This is an optimization exercise on Yosys and OpenROAD, whose aim is small area, a short achievable clock period and few clock cycles, not a production implementation.
At most, simulation tests tie the RTL to the original design; equivalence was not proved.

==> amber <==
==> flow/design.v <==
module vm16_core (
    input  wire        clk,
    input  wire        rst,         
    output reg         mem_req,
    output reg         mem_we,
    output reg  [15:0] mem_addr,
    output wire [15:0] mem_wdata,
    input  wire [15:0] mem_rdata,
    input  wire        mem_ready,
    input  wire        in_valid,
    input  wire [7:0]  in_data,
    output wire        in_ready,
    output wire        out_valid,
    output reg  [7:0]  out_data,
    input  wire        out_ready,
    output wire        halted
);
    localparam [15:0] RESET_PC = 16'h3000;
    localparam [2:0] F_POS = 3'b001, F_ZRO = 3'b010, F_NEG = 3'b100;
    localparam [3:0] OP_BR   = 4'h0, OP_ADD = 4'h1, OP_LD  = 4'h2, OP_ST   = 4'h3,
                     OP_JSR  = 4'h4, OP_AND = 4'h5, OP_LDR = 4'h6, OP_STR  = 4'h7,
                     OP_RTI  = 4'h8, OP_NOT = 4'h9, OP_LDI = 4'hA, OP_STI  = 4'hB,
                     OP_JMP  = 4'hC, OP_RES = 4'hD, OP_LEA = 4'hE, OP_TRAP = 4'hF;
    localparam [3:0] S_FETCH   = 4'b0000,  
                     S_RUN     = 4'b0001,  
                     S_IND     = 4'b0010,  
                     S_STR_RD  = 4'b0011,  
                     S_IN_WAIT = 4'b0100,  
                     S_HALTED  = 4'b0101,
                     S_STR_LO  = 4'b1000,  
                     S_STR_HI  = 4'b1001,  
                     S_IN_SP   = 4'b1010,  
                     S_IN_ECHO = 4'b1011,  
                     S_H_A     = 4'b1100,  
                     S_H_L     = 4'b1101,  
                     S_H_T     = 4'b1110,  
                     S_H_NL    = 4'b1111;  
    reg [15:0] regs [0:7];
    reg [15:0] pc;        
    reg [2:0]  cond;
    reg [3:0]  state;
    reg        run;       
    reg [15:0] ir;        
    reg        putsp;
    reg [15:0] opa, opb;
    reg        ea_c;
    reg [15:0] tgt;       
    reg        d_mem;     
    reg        d_st;      
    reg        d_long;    
    reg        d_out;     
    reg        d_getc;    
    reg        sel_ea, sel_tgt, sel_br, sel_opa;
    wire [3:0]  opcode = ir[15:12];
    wire [2:0]  dr     = ir[11:9];
    wire [7:0]  vector = ir[7:0];
    wire op_ldi  = opcode == OP_LDI;
    wire op_sti  = opcode == OP_STI;
    wire [15:0] r0_val = regs[0];
    wire [15:0] sum = opa + opb;
    reg  [9:0] base_p1, base_m1;
    integer k;
    always @(*) begin
        for (k = 0; k < 10; k = k + 1) begin
            base_p1[k] = opa[6+k] ^  (&(opa[15:6] |  ({10{1'b1}} << k)));
            base_m1[k] = opa[6+k] ^ ~(|(opa[15:6] &  ~({10{1'b1}} << k)));
        end
    end
    wire [9:0]  ea_hi = (ea_c == ir[5]) ? opa[15:6] : ea_c ? base_p1 : base_m1;
    wire [15:0] ea    = {ea_hi, opa[5:0]};
    wire taken = sel_br & ((dr & cond) != 3'b000);
    always @(*) begin
        if (sel_ea)
            mem_addr = ea;
        else if (sel_tgt | taken)
            mem_addr = tgt;
        else if (sel_opa)
            mem_addr = opa;
        else
            mem_addr = pc;
    end
    wire hi_next = putsp & (ir[15:8] != 8'h00);
    assign mem_wdata = opb;
    assign out_valid = state[3] | (run & d_out);
    assign in_ready  = (run & d_getc) | (state == S_IN_WAIT);
    assign halted    = (state == S_HALTED) | ((state == S_H_NL) & out_ready);
    always @(*) begin
        mem_req  = 1'b0;
        mem_we   = 1'b0;
        out_data = r0_val[7:0];
        case (state)
            S_FETCH:   mem_req = 1'b1;
            S_RUN: begin
                mem_req = ~d_long;
                mem_we  = d_st;
                if (vector[1:0] == 2'b11) out_data = 8'h3E;  
                if (vector[2])            out_data = 8'h48;  
            end
            S_IND: begin
                mem_req = 1'b1;
                mem_we  = op_sti;
            end
            S_STR_RD:  mem_req = 1'b1;
            S_STR_LO: begin
                mem_req  = ~hi_next;
                out_data = ir[7:0];
            end
            S_STR_HI: begin
                mem_req  = 1'b1;
                out_data = ir[15:8];
            end
            S_IN_SP:   out_data = 8'h20;
            S_IN_ECHO: mem_req = 1'b1;
            S_H_A:     out_data = 8'h41;
            S_H_L:     out_data = 8'h4C;
            S_H_T:     out_data = 8'h54;
            S_H_NL:    out_data = 8'h0A;
            default: ;
        endcase
    end
    wire stall = run & ((d_out & ~out_ready) | (d_getc & ~in_valid));
    reg        we;
    reg [2:0]  widx;
    reg [15:0] wdata;
    reg        setcc;
    always @(*) begin
        we    = 1'b0;
        widx  = dr;
        wdata = mem_rdata;
        setcc = 1'b0;
        if (run) begin
            case (opcode)
                OP_ADD: begin we = 1'b1; setcc = 1'b1; wdata = sum; end
                OP_AND: begin we = 1'b1; setcc = 1'b1; wdata = opa & opb; end
                OP_NOT: begin we = 1'b1; setcc = 1'b1; wdata = ~opa; end
                OP_LEA: begin we = 1'b1; setcc = 1'b1; wdata = tgt; end
                OP_LD, OP_LDR: begin we = 1'b1; setcc = 1'b1; end
                OP_JSR: begin we = 1'b1; widx = 3'd7; wdata = pc; end
                OP_TRAP: if (d_getc) begin
                    we = 1'b1; widx = 3'd0; wdata = {8'h00, in_data};
                end
                default: ;
            endcase
        end else if (state == S_IND) begin
            we = op_ldi; setcc = op_ldi;
        end else if (state == S_IN_WAIT) begin
            we = 1'b1; widx = 3'd0; wdata = {8'h00, in_data};
        end
    end
    wire [2:0] flags = (wdata == 16'h0000) ? F_ZRO : wdata[15] ? F_NEG : F_POS;
    wire fetch_cyc = (state == S_FETCH) | ((state == S_IN_ECHO) & out_ready) |
                     (run & ~d_mem & ~d_long & ~stall);
    wire ir_load   = fetch_cyc & mem_ready;
    reg [3:0] state_n;
    always @(*) begin
        state_n = state;
        if (fetch_cyc) begin
            state_n = mem_ready ? S_RUN : S_FETCH;
        end else begin
            case (state)
                S_RUN:
                    if (d_mem) begin
                        if (mem_ready) state_n = (op_ldi | op_sti) ? S_IND : S_FETCH;
                    end else if (d_long) begin
                        if (vector[1:0] == 2'b11) begin           
                            if (out_ready) state_n = S_IN_SP;
                        end else if (vector[0]) begin             
                            if (out_ready) state_n = S_H_A;
                        end else begin                            
                            state_n = S_STR_RD;
                        end
                    end
                S_IND:     if (mem_ready) state_n = S_FETCH;
                S_STR_RD:  if (mem_ready) state_n = (mem_rdata == 16'h0000) ? S_FETCH : S_STR_LO;
                S_STR_LO, S_STR_HI: if (out_ready) begin
                    if (state == S_STR_LO && hi_next) state_n = S_STR_HI;
                    else if (mem_ready) state_n = (mem_rdata == 16'h0000) ? S_FETCH : S_STR_LO;
                    else state_n = S_STR_RD;
                end
                S_IN_SP:   if (out_ready) state_n = S_IN_WAIT;
                S_IN_WAIT: if (in_valid)  state_n = S_IN_ECHO;
                S_H_A:     if (out_ready) state_n = S_H_L;
                S_H_L:     if (out_ready) state_n = S_H_T;
                S_H_T:     if (out_ready) state_n = S_H_NL;
                S_H_NL:    if (out_ready) state_n = S_HALTED;
                default: ;
            endcase
        end
    end
    wire [3:0]  nop    = mem_rdata[15:12];
    wire        n_trap = (nop == OP_TRAP) & (mem_rdata[7:3] == 5'b00100);
    wire [2:0]  nvec   = mem_rdata[2:0];
    wire        nb_sr  = (nop == OP_ST) | (nop == OP_STR) | (nop == OP_STI);
    wire        nimm   = mem_rdata[5] & ((nop == OP_ADD) | (nop == OP_AND));
    wire        n_ea   = (nop == OP_LDR) | (nop == OP_STR);
    wire        n_jsr  = (nop == OP_JSR);
    wire [2:0]  na_idx = mem_rdata[8:6];
    wire [2:0]  nb_idx = nb_sr ? mem_rdata[11:9] : mem_rdata[2:0];
    wire [15:0] na_val = (we && widx == na_idx) ? wdata : regs[na_idx];
    wire [15:0] nb_val = nimm ? {{11{mem_rdata[4]}}, mem_rdata[4:0]} :
                         (we && widx == nb_idx) ? wdata : regs[nb_idx];
    wire [6:0]  n_lo   = {1'b0, na_val[5:0]} + {1'b0, mem_rdata[5:0]};
    wire [15:0] n_off  = n_jsr ? {{5{mem_rdata[10]}}, mem_rdata[10:0]}
                               : {{7{mem_rdata[8]}},  mem_rdata[8:0]};
    wire [16:0] n_tgt  = {mem_addr, 1'b1} + {n_off, 1'b1};
    wire stay_run  = (state_n == S_RUN);
    wire n_use_opa = (state_n == S_IND) | (state_n == S_STR_RD) |
                     (state_n == S_STR_LO) | (state_n == S_STR_HI);
    integer i;
    always @(posedge clk) begin
        if (rst) begin
            for (i = 0; i < 8; i = i + 1)
                regs[i] <= 16'h0000;
            cond    <= 3'b000;
            pc      <= RESET_PC;
            state   <= S_FETCH;
            run     <= 1'b0;
            sel_ea  <= 1'b0;
            sel_tgt <= 1'b0;
            sel_br  <= 1'b0;
            sel_opa <= 1'b0;
        end else begin
            if (we) regs[widx] <= wdata;
            if (setcc) cond <= flags;
            state   <= state_n;
            run     <= stay_run;
            sel_ea  <= ir_load ? n_ea : (sel_ea & stay_run);
            sel_tgt <= ir_load ? ((nop == OP_LD) | (nop == OP_ST) | (nop == OP_LDI) |
                                  (nop == OP_STI) | (n_jsr & mem_rdata[11]))
                               : (sel_tgt & stay_run);
            sel_br  <= ir_load & (nop == OP_BR);
            sel_opa <= ir_load ? ((nop == OP_JMP) | (n_jsr & ~mem_rdata[11])) : n_use_opa;
            if (fetch_cyc)
                pc <= mem_addr + {15'd0, mem_ready};
            if (ir_load) begin
                ir     <= mem_rdata;
                opa    <= n_ea ? {na_val[15:6], n_lo[5:0]} : na_val;
                ea_c   <= n_lo[6];
                opb    <= nb_val;
                tgt    <= n_tgt[16:1];
                d_mem  <= n_ea | (nop == OP_LD) | (nop == OP_ST) |
                          (nop == OP_LDI) | (nop == OP_STI);
                d_st   <= (nop == OP_ST) | (nop == OP_STR);
                d_long <= n_trap & ((nvec == 3'd2) | (nvec == 3'd3) |
                                    (nvec == 3'd4) | (nvec == 3'd5));
                d_out  <= n_trap & ((nvec == 3'd1) | (nvec == 3'd3) | (nvec == 3'd5));
                d_getc <= n_trap & (nvec == 3'd0);
            end else begin
                case (state)
                    S_RUN:
                        if (d_mem) begin
                            if (mem_ready) opa <= mem_rdata;
                        end else if (d_long & ~vector[0]) begin   
                            opa   <= r0_val;
                            opb   <= 16'd1;    
                            putsp <= vector[2];
                        end
                    S_STR_RD: if (mem_ready) begin
                        ir  <= mem_rdata;
                        opa <= sum;
                    end
                    S_STR_LO, S_STR_HI:
                        if (out_ready && !(state == S_STR_LO && hi_next) && mem_ready) begin
                            ir  <= mem_rdata;
                            opa <= sum;
                        end
                    default: ;
                endcase
            end
        end
    end
endmodule
==> flow/flow/run.sh <==
#!/bin/bash
# The standard layout (the standard.sh, unchanged synthesis), with the
# input and output ports buffered by buf_2 cells rather than the placer's
# default pick.  Each tool's output goes to its own log in this folder.
export BUFFER_PORTS_ARGS="-buffer_cell sky130_fd_sc_hd__buf_2"
bash standard.sh > standard.log 2>&1
status=$?
tail -5 standard.log
exit $status
==> flow/standard.sh <==
#!/bin/bash
# synth_recipe.tcl (not shown) runs the flow's synth.tcl, then flattens the netlist and writes it again
# the make line also repeats each setting of config.mk as NAME=value (left out here)
make -C /OpenROAD-flow-scripts/flow DESIGN_CONFIG=/design/flow/config.mk WORK_HOME=/design/flow/orfs CLKGATE_MAP_FILE= SYNTH_SCRIPT=/design/flow/synth_recipe.tcl "${@:-finish}"
==> flow/config.mk <==
export PLATFORM = sky130hd
export DESIGN_NAME = vm16_core
export DESIGN_NICKNAME = vm16_core
export VERILOG_FILES = /design/flow/design.v
export SDC_FILE = /design/flow/constraint.sdc
export NUM_CORES = 4
export LEC_CHECK = 0
export CAP_MARGIN = 20
export CORE_MARGIN = 2
export CORE_UTILIZATION = 40
export SETUP_SLACK_MARGIN = 4.0
export SLEW_MARGIN = 20
export TNS_END_PERCENT = 0
==> flow/constraint.sdc <==
create_clock -name core_clock -period 8.0 [get_ports {clk}]
set_input_delay 1.6000 -clock core_clock [delete_from_list [all_inputs] [get_ports {clk}]]
set_output_delay 1.6000 -clock core_clock [all_outputs]
set_load 0.01 [all_outputs]
==> umber (differences from amber) <==
--- a/flow/design.v
+++ b/flow/design.v
@@ -45,5 +45,4 @@
     reg [15:0] opa, opb;
     reg        ea_c;
-    reg [15:0] tgt;       
     reg        d_mem;     
     reg        d_st;      
@@ -51,5 +50,5 @@
     reg        d_out;     
     reg        d_getc;    
-    reg        sel_ea, sel_tgt, sel_br, sel_opa;
+    reg        sel_ea, sel_br, sel_opa;
     wire [3:0]  opcode = ir[15:12];
     wire [2:0]  dr     = ir[11:9];
@@ -73,7 +72,5 @@
         if (sel_ea)
             mem_addr = ea;
-        else if (sel_tgt | taken)
-            mem_addr = tgt;
-        else if (sel_opa)
+        else if (sel_opa | taken)
             mem_addr = opa;
         else
@@ -134,5 +131,5 @@
                 OP_AND: begin we = 1'b1; setcc = 1'b1; wdata = opa & opb; end
                 OP_NOT: begin we = 1'b1; setcc = 1'b1; wdata = ~opa; end
-                OP_LEA: begin we = 1'b1; setcc = 1'b1; wdata = tgt; end
+                OP_LEA: begin we = 1'b1; setcc = 1'b1; wdata = opa; end
                 OP_LD, OP_LDR: begin we = 1'b1; setcc = 1'b1; end
                 OP_JSR: begin we = 1'b1; widx = 3'd7; wdata = pc; end
@@ -195,4 +192,6 @@
     wire        n_ea   = (nop == OP_LDR) | (nop == OP_STR);
     wire        n_jsr  = (nop == OP_JSR);
+    wire        n_rel  = (nop == OP_BR) | (nop == OP_LD) | (nop == OP_ST) | (nop == OP_LDI) |
+                         (nop == OP_STI) | (nop == OP_LEA) | (n_jsr & mem_rdata[11]);
     wire [2:0]  na_idx = mem_rdata[8:6];
     wire [2:0]  nb_idx = nb_sr ? mem_rdata[11:9] : mem_rdata[2:0];
@@ -217,5 +216,4 @@
             run     <= 1'b0;
             sel_ea  <= 1'b0;
-            sel_tgt <= 1'b0;
             sel_br  <= 1'b0;
             sel_opa <= 1'b0;
@@ -226,17 +224,16 @@
             run     <= stay_run;
             sel_ea  <= ir_load ? n_ea : (sel_ea & stay_run);
-            sel_tgt <= ir_load ? ((nop == OP_LD) | (nop == OP_ST) | (nop == OP_LDI) |
-                                  (nop == OP_STI) | (n_jsr & mem_rdata[11]))
-                               : (sel_tgt & stay_run);
             sel_br  <= ir_load & (nop == OP_BR);
-            sel_opa <= ir_load ? ((nop == OP_JMP) | (n_jsr & ~mem_rdata[11])) : n_use_opa;
+            sel_opa <= ir_load ? ((nop == OP_JMP) | n_jsr | (nop == OP_LD) | (nop == OP_ST) |
+                                  (nop == OP_LDI) | (nop == OP_STI))
+                               : (n_use_opa | (sel_opa & stay_run));
             if (fetch_cyc)
                 pc <= mem_addr + {15'd0, mem_ready};
             if (ir_load) begin
                 ir     <= mem_rdata;
-                opa    <= n_ea ? {na_val[15:6], n_lo[5:0]} : na_val;
+                opa    <= n_rel ? n_tgt[16:1] :
+                          n_ea  ? {na_val[15:6], n_lo[5:0]} : na_val;
                 ea_c   <= n_lo[6];
                 opb    <= nb_val;
-                tgt    <= n_tgt[16:1];
                 d_mem  <= n_ea | (nop == OP_LD) | (nop == OP_ST) |
                           (nop == OP_LDI) | (nop == OP_STI);
- ABC_AREA: not set -> 1
- CTS_CLUSTER_DIAMETER: not set -> 100
- CTS_CLUSTER_SIZE: not set -> 18
- SETUP_SLACK_MARGIN: 4.0 -> 4.4
==> ember (differences from amber) <==
--- a/flow/design.v
+++ b/flow/design.v
@@ -45,5 +45,4 @@
     reg [15:0] opa, opb;
     reg        ea_c;
-    reg [15:0] tgt;       
     reg        d_mem;     
     reg        d_st;      
@@ -51,5 +50,8 @@
     reg        d_out;     
     reg        d_getc;    
-    reg        sel_ea, sel_tgt, sel_br, sel_opa;
+    reg        d_we;      
+    reg        d_cc;      
+    reg [2:0]  d_widx;    
+    reg        sel_ea, sel_br, sel_opa;
     wire [3:0]  opcode = ir[15:12];
     wire [2:0]  dr     = ir[11:9];
@@ -59,13 +61,11 @@
     wire [15:0] r0_val = regs[0];
     wire [15:0] sum = opa + opb;
-    reg  [9:0] base_p1, base_m1;
+    reg  [9:0] y_p1;
     integer k;
     always @(*) begin
-        for (k = 0; k < 10; k = k + 1) begin
-            base_p1[k] = opa[6+k] ^  (&(opa[15:6] |  ({10{1'b1}} << k)));
-            base_m1[k] = opa[6+k] ^ ~(|(opa[15:6] &  ~({10{1'b1}} << k)));
-        end
-    end
-    wire [9:0]  ea_hi = (ea_c == ir[5]) ? opa[15:6] : ea_c ? base_p1 : base_m1;
+        for (k = 0; k < 10; k = k + 1)
+            y_p1[k] = opa[6+k] ^ (&(opa[15:6] | ({10{1'b1}} << k)));
+    end
+    wire [9:0]  ea_hi = ((ea_c != ir[5]) ? y_p1 : opa[15:6]) ^ {10{ir[5]}};
     wire [15:0] ea    = {ea_hi, opa[5:0]};
     wire taken = sel_br & ((dr & cond) != 3'b000);
@@ -73,7 +73,5 @@
         if (sel_ea)
             mem_addr = ea;
-        else if (sel_tgt | taken)
-            mem_addr = tgt;
-        else if (sel_opa)
+        else if (sel_opa | taken)
             mem_addr = opa;
         else
@@ -125,26 +123,16 @@
     reg        setcc;
     always @(*) begin
-        we    = 1'b0;
-        widx  = dr;
-        wdata = mem_rdata;
-        setcc = 1'b0;
-        if (run) begin
-            case (opcode)
-                OP_ADD: begin we = 1'b1; setcc = 1'b1; wdata = sum; end
-                OP_AND: begin we = 1'b1; setcc = 1'b1; wdata = opa & opb; end
-                OP_NOT: begin we = 1'b1; setcc = 1'b1; wdata = ~opa; end
-                OP_LEA: begin we = 1'b1; setcc = 1'b1; wdata = tgt; end
-                OP_LD, OP_LDR: begin we = 1'b1; setcc = 1'b1; end
-                OP_JSR: begin we = 1'b1; widx = 3'd7; wdata = pc; end
-                OP_TRAP: if (d_getc) begin
-                    we = 1'b1; widx = 3'd0; wdata = {8'h00, in_data};
-                end
-                default: ;
-            endcase
-        end else if (state == S_IND) begin
-            we = op_ldi; setcc = op_ldi;
-        end else if (state == S_IN_WAIT) begin
-            we = 1'b1; widx = 3'd0; wdata = {8'h00, in_data};
-        end
+        we    = (run & d_we) | ((state == S_IND) & op_ldi) | (state == S_IN_WAIT);
+        setcc = (run & d_cc) | ((state == S_IND) & op_ldi);
+        widx  = d_widx;
+        case (opcode)
+            OP_ADD:   wdata = sum;
+            OP_AND:   wdata = opa & opb;
+            OP_NOT:   wdata = ~opa;
+            OP_LEA:   wdata = opa;
+            OP_JSR:   wdata = pc;
+            OP_TRAP:  wdata = {8'h00, in_data};
+            default:  wdata = mem_rdata;
+        endcase
     end
     wire [2:0] flags = (wdata == 16'h0000) ? F_ZRO : wdata[15] ? F_NEG : F_POS;
@@ -195,9 +183,13 @@
     wire        n_ea   = (nop == OP_LDR) | (nop == OP_STR);
     wire        n_jsr  = (nop == OP_JSR);
+    wire        n_rel  = (nop == OP_BR) | (nop == OP_LD) | (nop == OP_ST) | (nop == OP_LDI) |
+                         (nop == OP_STI) | (nop == OP_LEA) | (n_jsr & mem_rdata[11]);
     wire [2:0]  na_idx = mem_rdata[8:6];
     wire [2:0]  nb_idx = nb_sr ? mem_rdata[11:9] : mem_rdata[2:0];
-    wire [15:0] na_val = (we && widx == na_idx) ? wdata : regs[na_idx];
+    wire        m_a    = we & (widx == mem_rdata[8:6]);
+    wire        m_b    = we & (nb_sr ? (widx == mem_rdata[11:9]) : (widx == mem_rdata[2:0]));
+    wire [15:0] na_val = m_a ? wdata : regs[na_idx];
     wire [15:0] nb_val = nimm ? {{11{mem_rdata[4]}}, mem_rdata[4:0]} :
-                         (we && widx == nb_idx) ? wdata : regs[nb_idx];
+                         m_b ? wdata : regs[nb_idx];
     wire [6:0]  n_lo   = {1'b0, na_val[5:0]} + {1'b0, mem_rdata[5:0]};
     wire [15:0] n_off  = n_jsr ? {{5{mem_rdata[10]}}, mem_rdata[10:0]}
@@ -217,5 +209,4 @@
             run     <= 1'b0;
             sel_ea  <= 1'b0;
-            sel_tgt <= 1'b0;
             sel_br  <= 1'b0;
             sel_opa <= 1'b0;
@@ -226,17 +217,16 @@
             run     <= stay_run;
             sel_ea  <= ir_load ? n_ea : (sel_ea & stay_run);
-            sel_tgt <= ir_load ? ((nop == OP_LD) | (nop == OP_ST) | (nop == OP_LDI) |
-                                  (nop == OP_STI) | (n_jsr & mem_rdata[11]))
-                               : (sel_tgt & stay_run);
             sel_br  <= ir_load & (nop == OP_BR);
-            sel_opa <= ir_load ? ((nop == OP_JMP) | (n_jsr & ~mem_rdata[11])) : n_use_opa;
+            sel_opa <= ir_load ? ((nop == OP_JMP) | n_jsr | (nop == OP_LD) | (nop == OP_ST) |
+                                  (nop == OP_LDI) | (nop == OP_STI))
+                               : (n_use_opa | (sel_opa & stay_run));
             if (fetch_cyc)
                 pc <= mem_addr + {15'd0, mem_ready};
             if (ir_load) begin
                 ir     <= mem_rdata;
-                opa    <= n_ea ? {na_val[15:6], n_lo[5:0]} : na_val;
+                opa    <= n_rel ? n_tgt[16:1] :
+                          n_ea  ? {na_val[15:6] ^ {10{mem_rdata[5]}}, n_lo[5:0]} : na_val;
                 ea_c   <= n_lo[6];
                 opb    <= nb_val;
-                tgt    <= n_tgt[16:1];
                 d_mem  <= n_ea | (nop == OP_LD) | (nop == OP_ST) |
                           (nop == OP_LDI) | (nop == OP_STI);
@@ -246,4 +236,10 @@
                 d_out  <= n_trap & ((nvec == 3'd1) | (nvec == 3'd3) | (nvec == 3'd5));
                 d_getc <= n_trap & (nvec == 3'd0);
+                d_we   <= (nop == OP_ADD) | (nop == OP_AND) | (nop == OP_NOT) |
+                          (nop == OP_LEA) | (nop == OP_LD) | (nop == OP_LDR) |
+                          n_jsr | (n_trap & (nvec == 3'd0));
+                d_cc   <= (nop == OP_ADD) | (nop == OP_AND) | (nop == OP_NOT) |
+                          (nop == OP_LEA) | (nop == OP_LD) | (nop == OP_LDR);
+                d_widx <= n_jsr ? 3'd7 : (nop == OP_TRAP) ? 3'd0 : mem_rdata[11:9];
             end else begin
                 case (state)
==> impl_metrics.csv <==
group,metric,value,unit
placed_design,pre_cts_ws,2590,ps
sta,period_minus_slack,4380,ps
setup_path,crit_path_cell_trace,"or4_4, nor4_4, nor2b_4, nor2b_2, o21ai_1, xor2_1, a21oi_2, buf_2",
finish,buf_share,4.05,%
route,wl_per_cell,26.1,um
floorplan,die_area,41700,um2
synth,synthTopCellsByCount,"nor2_1 (244), edfxtp_1 (199), a21oi_1 (110)",
placed_design,gp_congestion,0.967,
clocking,numCtsBuffers,26,
outcome,status,"timing/DRC/antenna clean",
global_routing,antenna_found_initial,0,
[end of results for amber]
==> impl_metrics.csv <==
group,metric,value,unit
outcome,status,"timing/DRC/antenna clean",
setup_path,crit_path_cell_trace,"buf_4, buf_6, buf_4, nand4_1, o21ai_1, nand2_1, nand2_1, nand3_1, nand2_2, inv_2, buf_2",
global_routing,grt_busiest_layer,"met2",
synth,synthTopCellsByCount,"nand2_1 (555), nor2_1 (359), inv_1 (242)",
sta,period_minus_slack,3910,ps
floorplan,die_area,41600,um2
finish,diodes,0,
global_routing,met1_usage,42.7,%
global_routing,antenna_found_initial,1,
placed_design,pre_cts_ws,2340,ps
finish,seqAreaFraction,33.2,%
route,wl_per_cell,23.3,um
synth,synth_simple_gate_area_share,29.3,%
finish,buf_share,6.31,%
placed_design,gp_congestion,1.01,
[end of results for umber]
==> impl_metrics.csv <==
group,metric,value,unit
outcome,status,"timing/DRC/antenna clean",
setup_path,required,6400,ps
route,drc,0,
synth,synthTopCellsByCount,"nor2_1 (239), edfxtp_1 (188), a21oi_1 (118)",
placed_design,pre_cts_ws,2710,ps
route,first_pass_iters,6,
route,wl_per_cell,24.3,um
placed_design,gp_congestion,0.930,
sta,period_minus_slack,4530,ps
setup_path,path_common_cell,"ha_4",
setup_path,crit_path_cell_trace,"ha_4, and3_4, and4_1, and2_4, ha_4, mux2_4, nand2_2, o21ai_2, a21oi_2, buf_2",
floorplan,die_area,41600,um2
clocking,numCtsBuffers,25,
clocking,cts_root_buf,"clkbuf_16",
finish,buf_share,3.73,%
[end of results for ember]
Testbench counts of amber, summed over its fixed seeds: cycles 151,879.
Testbench counts of umber, summed over its fixed seeds: cycles 151,879.
No functional check of the RTL was part of ember.

-- afterwards: timing with drivers on the ports --
The flow's constraints put no driver on any port. The routed layouts listed below were extracted and timed again, unchanged, in two steps. Step 1 (the two cells are an assumption about what drives the block):
set clk [get_ports {clk}]
set_driving_cell -lib_cell sky130_fd_sc_hd__clkbuf_16 $clk
set_driving_cell -lib_cell sky130_fd_sc_hd__buf_2 [delete_from_list [all_inputs] $clk]
Step 2 also shifts input and output timing later by t, the mid clock arrival at the registers, as if the neighbouring blocks saw the same clock. Slacks: ideal / step 1 / step 2; pairs: ideal / step 1.
run	shift t [ns]	setup slack, ns	worst slew at a driven data input, ns
amber	0.621	3.624 / 3.574 / 3.178	0.04
umber	0.565	4.092 / 4.044 / 3.570	0.06
ember	0.613	3.472 / 3.419 / 3.097	0.04
After both steps setup and hold are still met in every run listed. The setup slack of umber, which loses most, moves by -0.048 ns with the drivers and by -0.522 ns with both steps.
